From an optimization exercise on the open Yosys and OpenROAD flow, aimed at small area; shortcuts taken in it are not production practice. Only the layout flow was run in this run; the RTL was not checked for function there. Power is estimated from default activity; no workload was simulated.

==> flow/config.mk <==
export PLATFORM = sky130hd
export DESIGN_NAME = juletre
export DESIGN_NICKNAME = juletre
export VERILOG_FILES = /design/flow/design.v
export SDC_FILE = /design/flow/constraint.sdc
export NUM_CORES = 4
export LEC_CHECK = 0
export CAP_MARGIN = 20
export CORE_MARGIN = 2
export CORE_UTILIZATION = 30
export PLACE_DENSITY = 0.5
export SLEW_MARGIN = 20
==> flow/constraint.sdc <==
create_clock -name core_clock -period 12.0 [get_ports {clk}]
set_input_delay 2.4000 -clock core_clock [delete_from_list [all_inputs] [get_ports {clk}]]
set_output_delay 2.4000 -clock core_clock [all_outputs]
set_load 0.01 [all_outputs]
==> flow/design.v <==
module juletre_encode (
    input  wire [7:0]  b,
    input  wire        polarity,
    output wire [31:0] word
);
    reg [31:0] pre;
    integer i;
    always @* begin
        for (i = 0; i < 8; i = i + 1)
            pre[4*i +: 4] = b[i] ? 4'hE : 4'h8;
    end
    wire [31:0] swapped = {pre[15:0], pre[31:16]};
    assign word = polarity ? ~swapped : swapped;
endmodule
module juletre_sfd #(
    parameter RING_CAP = 32,
    parameter RING_AW  = 5,
    parameter PKT_MAX  = 16,
    parameter PKT_AW   = 4
) (
    input  wire              clk,
    input  wire              rst,
    input  wire              rx_valid,
    input  wire [7:0]        rx_data,
    input  wire              sig_take,
    input  wire [PKT_AW-1:0] pkt_rd_addr,
    output reg  [7:0]        pkt_rd_data,
    output reg               pkt_rd_ok,
    output reg               new_data,
    output wire              evt_commit,
    output wire              evt_crc_fail,
    output wire              evt_rx_overrun
);
    reg [7:0]         ring [0:RING_CAP-1];
    reg [RING_AW-1:0] head;
    reg [RING_AW-1:0] tail;
    reg [RING_AW:0]   count;
    reg [16:0] hdr_idx;
    reg [15:0] hdr_len;
    reg [7:0]  hdr_crc;
    reg [7:0]         pkt [0:PKT_MAX-1];
    reg [PKT_MAX-1:0] pkt_w;
    wire [7:0] head_byte  = ring[head];
    wire       ring_empty = (count == 0);
    wire       ring_full  = (count == RING_CAP);
    wire       push       = rx_valid && !ring_full;
    assign evt_rx_overrun = rx_valid && ring_full;
    reg [7:0]         peek_xor;
    reg [RING_AW-1:0] offs;
    integer i;
    always @* begin
        peek_xor = 8'h00;
        for (i = 0; i < RING_CAP; i = i + 1) begin
            offs = i[RING_AW-1:0] - head;
            if ({11'd0, offs} < hdr_len)
                peek_xor = peek_xor ^ ring[i];
        end
    end
    wire        hdr_phase = (hdr_idx <= 17'd6);
    wire        chk_phase = (hdr_idx == 17'd7);
    wire        enough    = ({10'd0, count} >= hdr_len);
    wire        crc_ok    = (peek_xor == hdr_crc);
    wire [16:0] total     = (hdr_len > PKT_MAX) ? {1'b0, hdr_len} : PKT_MAX;
    wire        pay_step  = (chk_phase && enough && crc_ok) || (hdr_idx >= 17'd8);
    wire [16:0] k         = chk_phase ? 17'd0 : (hdr_idx - 17'd7);
    wire        k_in_pay  = (k < {1'b0, hdr_len});
    wire        pkt_we    = pay_step && (k < PKT_MAX);
    wire [7:0]  pkt_wdata = k_in_pay ? head_byte : 8'h00;
    wire        last      = pay_step && (k + 17'd1 == total);
    wire hdr_pop = hdr_phase && !ring_empty;
    wire pop     = hdr_pop || (pay_step && k_in_pay);
    assign evt_commit   = last;
    assign evt_crc_fail = chk_phase && enough && !crc_ok;
    reg [7:0] magic;
    always @* begin
        case (hdr_idx[1:0])
            2'd0: magic = 8'h55;   
            2'd1: magic = 8'h41;   
            2'd2: magic = 8'h52;   
            default: magic = 8'h54;   
        endcase
    end
    always @(posedge clk) begin
        if (push)
            ring[tail] <= rx_data;
        if (pkt_we)
            pkt[k[PKT_AW-1:0]] <= pkt_wdata;
        pkt_rd_data <= pkt[pkt_rd_addr];
    end
    always @(posedge clk) begin
        if (rst) begin
            head      <= 0;
            tail      <= 0;
            count     <= 0;
            hdr_idx   <= 17'd0;
            hdr_len   <= 16'd0;
            hdr_crc   <= 8'd0;
            pkt_w     <= 0;
            pkt_rd_ok <= 1'b0;
            new_data  <= 1'b0;
        end else begin
            if (push)
                tail <= tail + 1'b1;
            if (pop)
                head <= head + 1'b1;
            count <= count + push - pop;
            if (hdr_pop) begin
                if (hdr_idx <= 17'd3) begin
                    if (head_byte == magic)
                        hdr_idx <= hdr_idx + 17'd1;
                    else
                        hdr_idx <= 17'd0;   
                end else if (hdr_idx == 17'd4) begin
                    hdr_len[7:0] <= head_byte;
                    hdr_idx      <= 17'd5;
                end else if (hdr_idx == 17'd5) begin
                    hdr_len[15:8] <= head_byte;
                    hdr_idx       <= 17'd6;
                end else begin
                    hdr_crc <= head_byte;
                    hdr_idx <= 17'd7;
                end
            end else if (evt_crc_fail) begin
                hdr_idx <= 17'd0;
                hdr_len <= 16'd0;
                hdr_crc <= 8'd0;
            end else if (pay_step) begin
                if (last) begin
                    hdr_idx <= 17'd0;
                    hdr_len <= 16'd0;
                    hdr_crc <= 8'd0;
                end else begin
                    hdr_idx <= 17'd7 + k + 17'd1;
                end
            end
            if (pkt_we)
                pkt_w[k[PKT_AW-1:0]] <= 1'b1;
            pkt_rd_ok <= pkt_w[pkt_rd_addr];
            new_data  <= last || (new_data && !sig_take);
        end
    end
endmodule
module juletre_bse #(
    parameter NUM_PIXELS  = 8,
    parameter NUM_COLORS  = 3,
    parameter PIX_AW      = 5,    
    parameter MAX_RWORDS  = 13,   
    parameter FB_AW       = 6,
    parameter SLOT_CYCLES = 2
) (
    input  wire                    clk,
    input  wire                    rst,
    input  wire [8*NUM_COLORS-1:0] cfg_chan_map,
    input  wire                    cfg_polarity,
    input  wire [7:0]              cfg_reset_delay_us,
    input  wire                    pix_we,
    input  wire [PIX_AW-1:0]       pix_addr,
    input  wire [7:0]              pix_wdata,
    input  wire                    enc_start,
    input  wire [7:0]              enc_byte,
    output wire [31:0]             enc_word,
    input  wire [FB_AW-1:0]        fb_rd_addr,
    output reg  [31:0]             fb_rd_data,
    output reg                     fb_rd_ok,
    input  wire                    tx_start,
    output wire                    tx_out,
    output reg                     tx_busy,
    output reg                     enc_ready,
    output reg                     enc_busy,
    output reg  [1:0]              enc_status
);
    localparam DATA_WORDS = NUM_COLORS * NUM_PIXELS;
    localparam FB_MAX     = 1 + DATA_WORDS + MAX_RWORDS;
    localparam PIX_LEN    = 4 * NUM_PIXELS;
    localparam [1:0] ST_NONE  = 2'd0;
    localparam [1:0] ST_DONE  = 2'd1;
    localparam [1:0] ST_ABORT = 2'd2;
    reg [8*NUM_COLORS-1:0] chan_map;
    reg                    polarity;
    reg [FB_AW-1:0]        fb_len;
    reg [7:0]         pix   [0:PIX_LEN-1];
    reg [PIX_LEN-1:0] pix_w;
    reg [31:0]        fb    [0:FB_MAX-1];
    reg [FB_MAX-1:0]  fb_w;
    reg [FB_AW-1:0] enc_pos;
    wire [8:0]  cfg_rwords = ({1'b0, cfg_reset_delay_us} + 9'd19) / 9'd20;
    reg         cfg_ok;
    integer c;
    always @* begin
        cfg_ok = 1'b1;
        for (c = 0; c < NUM_COLORS; c = c + 1)
            if (cfg_chan_map[8*c +: 8] >= 8'd4)
                cfg_ok = 1'b0;
    end
    wire [31:0] reset_word = polarity ? 32'hFFFFFFFF : 32'h00000000;
    juletre_encode u_enc_byte (.b(enc_byte), .polarity(polarity), .word(enc_word));
    wire             is_data = (enc_pos >= 1) && (enc_pos <= DATA_WORDS);
    wire [FB_AW-1:0] kk      = enc_pos - 1'b1;
    wire [FB_AW-1:0] px      = kk / NUM_COLORS;
    wire [FB_AW-1:0] ch      = kk % NUM_COLORS;
    wire [7:0]       chan_id = chan_map[8*ch +: 8];
    wire             bad_id  = is_data && (chan_id >= 8'd4);
    wire [PIX_AW-1:0] pj     = {px[PIX_AW-3:0], 2'b00} + chan_id[1:0] - 1'b1;
    wire [7:0]       pval    = (chan_id == 8'd0) ? 8'h00 :
                               (pix_w[pj] ? pix[pj] : 8'h00);
    wire [31:0]      data_word;
    juletre_encode u_enc_pix (.b(pval), .polarity(polarity), .word(data_word));
    wire [31:0]      step_word = is_data ? data_word : reset_word;
    wire             step_wr   = enc_busy && !bad_id;
    wire             step_last = (enc_pos + 1'b1 == fb_len);
    reg [FB_AW-1:0] tx_word;
    reg [4:0]       tx_slot;
    reg [1:0]       tx_div;
    wire [31:0]     tx_w     = fb[tx_word];
    wire [31:0]     tx_unsw  = {tx_w[15:0], tx_w[31:16]};
    wire            tx_level = tx_unsw[5'd31 - tx_slot];
    assign tx_out = tx_busy ? tx_level : polarity;
    always @(posedge clk) begin
        if (pix_we)
            pix[pix_addr] <= pix_wdata;
        if (step_wr)
            fb[enc_pos] <= step_word;
        fb_rd_data <= fb[fb_rd_addr];
    end
    always @(posedge clk) begin
        if (rst) begin
            chan_map   <= cfg_chan_map;
            polarity   <= cfg_polarity;
            fb_len     <= 1 + DATA_WORDS + cfg_rwords[FB_AW-1:0];
            enc_ready  <= cfg_ok;
            pix_w      <= 0;
            fb_w       <= 0;
            enc_busy   <= 1'b0;
            enc_pos    <= 0;
            enc_status <= ST_NONE;
            fb_rd_ok   <= 1'b0;
            tx_busy    <= 1'b0;
            tx_word    <= 0;
            tx_slot    <= 5'd0;
            tx_div     <= 2'd0;
        end else begin
            if (pix_we)
                pix_w[pix_addr] <= 1'b1;
            if (enc_busy) begin
                if (bad_id) begin
                    enc_busy   <= 1'b0;
                    enc_pos    <= 0;
                    enc_status <= ST_ABORT;
                end else begin
                    fb_w[enc_pos] <= 1'b1;
                    if (step_last) begin
                        enc_busy   <= 1'b0;
                        enc_pos    <= 0;
                        enc_status <= ST_DONE;
                    end else begin
                        enc_pos <= enc_pos + 1'b1;
                    end
                end
            end else if (enc_start && enc_ready) begin
                enc_busy   <= 1'b1;
                enc_pos    <= 0;
                enc_status <= ST_NONE;
            end
            fb_rd_ok <= enc_ready && (fb_rd_addr < fb_len) && fb_w[fb_rd_addr];
            if (tx_busy) begin
                if (tx_div == SLOT_CYCLES - 1) begin
                    tx_div <= 2'd0;
                    if (tx_slot == 5'd31) begin
                        tx_slot <= 5'd0;
                        if (tx_word + 1'b1 == fb_len)
                            tx_busy <= 1'b0;
                        else
                            tx_word <= tx_word + 1'b1;
                    end else begin
                        tx_slot <= tx_slot + 1'b1;
                    end
                end else begin
                    tx_div <= tx_div + 1'b1;
                end
            end else if (tx_start && enc_status == ST_DONE) begin
                tx_busy <= 1'b1;
                tx_word <= 0;
                tx_slot <= 5'd0;
                tx_div  <= 2'd0;
            end
        end
    end
endmodule
module juletre (
    input  wire        clk,
    input  wire        rst,
    input  wire [23:0] cfg_chan_map,
    input  wire        cfg_polarity,
    input  wire [7:0]  cfg_reset_delay_us,
    input  wire        rx_valid,
    input  wire [7:0]  rx_data,
    input  wire        sig_take,
    input  wire [3:0]  pkt_rd_addr,
    output wire [7:0]  pkt_rd_data,
    output wire        pkt_rd_ok,
    output wire        new_data,
    output wire        evt_commit,
    output wire        evt_crc_fail,
    output wire        evt_rx_overrun,
    input  wire        pix_we,
    input  wire [4:0]  pix_addr,
    input  wire [7:0]  pix_wdata,
    input  wire        enc_start,
    input  wire [7:0]  enc_byte,
    output wire [31:0] enc_word,
    input  wire [5:0]  fb_rd_addr,
    output wire [31:0] fb_rd_data,
    output wire        fb_rd_ok,
    input  wire        tx_start,
    output wire        tx_out,
    output wire        tx_busy,
    output wire        enc_ready,
    output wire        enc_busy,
    output wire [1:0]  enc_status
);
    juletre_sfd u_sfd (
        .clk(clk), .rst(rst),
        .rx_valid(rx_valid), .rx_data(rx_data), .sig_take(sig_take),
        .pkt_rd_addr(pkt_rd_addr), .pkt_rd_data(pkt_rd_data), .pkt_rd_ok(pkt_rd_ok),
        .new_data(new_data), .evt_commit(evt_commit), .evt_crc_fail(evt_crc_fail),
        .evt_rx_overrun(evt_rx_overrun)
    );
    juletre_bse u_bse (
        .clk(clk), .rst(rst),
        .cfg_chan_map(cfg_chan_map), .cfg_polarity(cfg_polarity),
        .cfg_reset_delay_us(cfg_reset_delay_us),
        .pix_we(pix_we), .pix_addr(pix_addr), .pix_wdata(pix_wdata),
        .enc_start(enc_start), .enc_byte(enc_byte), .enc_word(enc_word),
        .fb_rd_addr(fb_rd_addr), .fb_rd_data(fb_rd_data), .fb_rd_ok(fb_rd_ok),
        .tx_start(tx_start), .tx_out(tx_out), .tx_busy(tx_busy),
        .enc_ready(enc_ready), .enc_busy(enc_busy), .enc_status(enc_status)
    );
endmodule
==> flow/run.sh <==
#!/bin/bash
# synth_recipe.tcl (not shown) runs the flow's synth.tcl, then flattens the netlist and writes it again
# the make line also repeats each setting of config.mk as NAME=value (left out here)
make -C /OpenROAD-flow-scripts/flow DESIGN_CONFIG=/design/flow/config.mk WORK_HOME=/design/flow/orfs CLKGATE_MAP_FILE= SYNTH_SCRIPT=/design/flow/synth_recipe.tcl finish
==> qor.txt <==
STATUS
-----------------------------------------------------------------------------------------
Outcome                                                                      complete, no violations

CRITICAL PATH
-----------------------------------------------------------------------------------------
Sort of element at the end of the critical path                                 flip-flop
Launching element type of the critical path                                     flip-flop
Maximum single-stage delay on the critical path                                   0.56 ns
Launch point of the critical path                                            u_bse.enc_pos[0]
Crit path required time                                                          12.54 ns
Most frequent CP cell                                                                ha_1
Family with the most delay on the worst path                                 simple AND/OR/NAND/NOR gates
Max stage delay cell, worst path                                                a2111oi_2
Critical path class                                                          flip-flop to flip-flop
Launch instance of the worst register-to-register path                       u_bse.enc_pos[0]
Signal arrival time at the worst endpoint                                        10.94 ns
Number of buffer and inverter stages on the critical path                               7
Crit path max fanout                                                                   38

STA
-----------------------------------------------------------------------------------------
Time the final worst path needs with I/O delays and setup                        10.39 ns
Maximum achievable frequency                                                     96.2 MHz
Final period utilization                                                            86.6%
Setup TNS Final                                                                      0 ns
Final max-slew violation count                                                          0
Setup repair after global routing missed its margin                                    no
Fin. Hold Viols                                                                         0
Slew at the pin closest to its max-slew limit                                     1.16 ns
Worst slew margin                                                                   22.2%
Post-route worst hold slack                                                      0.464 ns
Maximum clock skew at final layout                                              0.0347 ns
Number of failing setup endpoints in the final timing report                            0

GLOBAL ROUTING
-----------------------------------------------------------------------------------------
Met3 Track Usage GR                                                                 3.61%
Via count of the first global-routing pass                                          42600
Met2 demand-to-capacity share in global routing                                     29.0%
Overflow left after global routing                                                      0
Antenna violations before repair                                                       13
Pin count of the biggest net entering global routing                                   92
Overall track demand over capacity in global routing                                18.7%
Global-route wire length before repair                                             302 mm
GR Layer Usage met1                                                                 25.8%
Most Crowded Layer GR                                                                met2

MIN PATH
-----------------------------------------------------------------------------------------
Startpoint of the lowest-slack hold path                                     u_bse.fb_w[6]
Class of the most critical hold timing path                                  flip-flop to flip-flop

LAYOUT
-----------------------------------------------------------------------------------------
Layout Area Growth over Synthesis                                                   14.6%
Share of post-route cells with drive strength above 1                               16.8%
Net count, final                                                                     5271
Filler cell count                                                                   20600

CLOCKING
-----------------------------------------------------------------------------------------
Htree depth                                                                             4
Clock-pin slew on the worst setup and hold paths                                  0.06 ns
CTS Buffer Depth                                                                        3
Post-CTS setup-driven buffer insertion count                                            0
Worst-Skew Late Latency                                                           0.79 ns
Number of gates resized after CTS                                                       0
Number of buffers inserted during clock tree synthesis                                141
TritonCTS Sinks                                                                      1250
TritonCTS clock tree                                                                  yes
Root buf cell                                                                   clkbuf_16
Quantity of hold-fixing buffers added after cts                                         0

POWER AND IR DROP
-----------------------------------------------------------------------------------------
Largest vdd supply drop                                                        0.000637 V
Clock network power share                                                           24.7%
Net switching share of the total power                                              38.5%
Leakage power                                                                     24.4 nW
Switch Pwr                                                                      0.00674 W
Sequential share of power                                                           31.0%
Power per unit of standard cell area                                          236 nW/um^2
Internal power contribution                                                      0.0108 W
Relative contribution of combinational cells to total power                         44.3%

SYNTH
-----------------------------------------------------------------------------------------
Post-synthesis cell type with the largest combined area                          edfxtp_1
Dominant cell by count in the synthesized netlist                                edfxtp_1
Synthesized instance count                                                           4920
Yosys top cell area share                                                           48.8%
Cell types with the largest area share after synthesis                       edfxtp_1 (49%), mux4_2 (12%), dfxtp_1 (6.1%)
Cell variety after synth                                                              114
Top_reg_cell synth                                                               edfxtp_1
Number of flops mapped to enable cells by yosys                                      1052
Cell types with the highest counts after synthesis                           edfxtp_1 (1052), nor2_1 (447), mux4_2 (351)
Synthesized net count                                                                5143
Number of synthesized register bits                                                  1250
Proportion of register bits with asynchronous set or reset after synthesis             0%
Synthesis warning total                                                                 3
Combined area of all synthesized cells                                         64800 um^2
Average cell area after synthesis                                               13.2 um^2
Share of the yosys chip area belonging to registers                                 54.9%

DRT
-----------------------------------------------------------------------------------------
Final routed wire length divided by cell count                                    26.2 um
DRT antenna net count                                                                   0
Residual DRC                                                                            0
Final WL                                                                           209 mm
Via-to-Cell Ratio                                                                    5.54
Total number of vias                                                                44300
DRT Pass-1 Iters                                                                        6
DRC violation total after the first TritonRoute iteration                            4740

FLOORPLANNING
-----------------------------------------------------------------------------------------
Starting density of the core                                                        30.2%
Ports placed on the boundary                                                          163
Placeable Area                                                                215000 um^2
Die Y-Extent                                                                       469 um
Row Count                                                                             170
Total Die Area                                                                220000 um^2
Die width                                                                          469 um

PLACE
-----------------------------------------------------------------------------------------
Routability congestion estimate from global placement                               0.905
Port bufs                                                                             162
Detailed-placement wirelength estimate                                             144 mm

FLOW RUN
-----------------------------------------------------------------------------------------
Max-cap violations                                                                      0

per-layer routing:
| metal | up-vias | part of all wire (%) |
|---|---|---|
| li1 | 19500 | - |
| met1 | 22600 | 43 |
| met2 | 1857 | 45 |
| met3 | 319 | 7.7 |
| met4 | 6 | 3.8 |
| met5 | - | 0.019 |
path summary, 6_finish.rpt:
| path | endpoint | slack (ns) | cells after the start |
|---|---|---|---|
| worst min register to register | u_bse.fb_w[6] | 0.46 | 2 |
| worst max-delay path | u_bse.fb[2][26] | 1.61 | 36 |
| worst max register to register | u_bse.fb[2][26] | 1.61 | 36 |
| worst min-delay path | u_bse.fb_w[6] | 0.46 | 2 |
logic make-up (layout without fill, tap and decap cells):
kind of cell,after synthesis,after routing,synth area share (%)
AO/OA/AOI/OAI,1102,1102,11.1
XOR/XNOR,241,241,3.92
adder cells (fa/ha/maj),145,145,2.81
buffers and inverters,436,677,3.03
flip-flops,1250,1250,54.9
multiplexers,547,547,15.3
other,0,3,0
AND/OR/NAND/NOR,1199,1199,8.98
flip-flops by register name (all words and copies together) (netlist names), 8 cells and up, named ones only:
| name | cells |
|---|---|
| u_bse.chan_map | 24 |
| u_sfd.pkt | 128 |
| u_sfd.pkt_rd_data | 8 |
| u_sfd.hdr_crc | 8 |
| u_sfd.ring | 256 |
| u_bse.fb_w | 38 |
| u_bse.pix | 256 |
| u_sfd.hdr_len | 16 |
| u_bse.fb_rd_data | 10 |
| u_sfd.pkt_w | 16 |
| u_bse.fb | 380 |
| u_bse.pix_w | 32 |
| u_sfd.hdr_idx | 17 |
per-stage QoR:
step	instance area (um^2)	worst slack [ns]	util, %	total power (W)	cells
floorplan	64800	2.66	-	0.0109	4920
global placement	69500	1.87	32.4	0.0132	7738
detailed placement	69600	1.76	32.4	0.0133	7743
CTS	74200	1.72	34.6	0.0176	7999
global route	74200	0.684	34.6	0.0184	8000
finish	74200	1.61	34.6	0.0175	8002
tightest hold or removal path, cell delays in order (launching register included):
cell and delay, ns:
dfxtp_1 0.32, a21oi_1 0.04, nor2_1 0.07
power by group through the flow:
stage	Combinational [W]	Clock [W]	Sequential, W
floorplan	0.00548	0	0.00546
global placement	0.00763	0	0.00552
detailed placement	0.00774	0	0.00553
CTS	0.00776	0.00442	0.00543
global route	0.00836	0.00459	0.00545
finish	0.00777	0.00434	0.00543
cell usage in the layout, fill, tap and decap left out, types with 26 or more instances in the layout:
cell / netlist / final
edfxtp_1: 1052 / 1052
nor2_1: 447 / 431
mux4_2: 351 / 351
a21oi_1: 283 / 283
o21ai_0: 260 / 259
nand2_1: 213 / 213
dfxtp_1: 198 / 192
mux2i_1: 155 / 155
clkdlybuf4s50_1: 0 / 155
clkbuf_16: 0 / 144
xnor2_1: 152 / 142
ha_1: 143 / 142
nand3_1: 131 / 131
buf_4: 56 / 130
inv_1: 123 / 123
o22ai_1: 71 / 71
and3_1: 68 / 68
xor2_1: 58 / 58
a211oi_1: 56 / 56
a31oi_1: 53 / 53
nor3_1: 53 / 52
nand4_1: 43 / 43
mux2_2: 40 / 40
o21ai_1: 37 / 37
or3_1: 36 / 36
nand2b_1: 33 / 33
a21o_1: 33 / 33
xnor3_1: 31 / 31
and2_1: 30 / 30
nor2b_1: 28 / 28
clkinv_1: 2 / 27
o21a_1: 26 / 26
area by class of cell:
| cell class | count | area (um^2) | share of cell area (%) |
|---|---|---|---|
| Antenna cell | 3 | 7.51 | 0.0101 |
| Inverter | 126 | 473 | 0.637 |
| Sequential cell | 1250 | 35600 | 47.9 |
| Clock inverter | 85 | 853 | 1.15 |
| Clock buffer | 171 | 3730 | 5.03 |
| Tap cell | 2838 | 3550 | 4.78 |
| Multi-Input combinational cell | 3234 | 27400 | 36.9 |
| Timing Repair Buffer | 295 | 2630 | 3.55 |

[re-timing with driven ports]
Ports are ideal in the flow. The routed layout listed here was re-timed in OpenROAD.
Step 1, drivers: a clkbuf_16 drives clk and a buf_2 each remaining input, both assumed.
Step 2 also shifts input and output timing later by t, the mid clock arrival at the registers, as if the neighbouring blocks saw the same clock.
Three values: no drivers, after step 1, after step 2; two values: the first two.
t (ns): 0.863
setup WS [ns]: 1.608 / 1.608 / 1.608
clock arrival spread, ns: 0.036 / 0.036
slew at the worst register clock pin (ns): 0.07 / 0.07
After both steps setup and hold are still met in this run. The setup slack of this run moves by 0.000 ns with the drivers and by 0.000 ns with both steps.
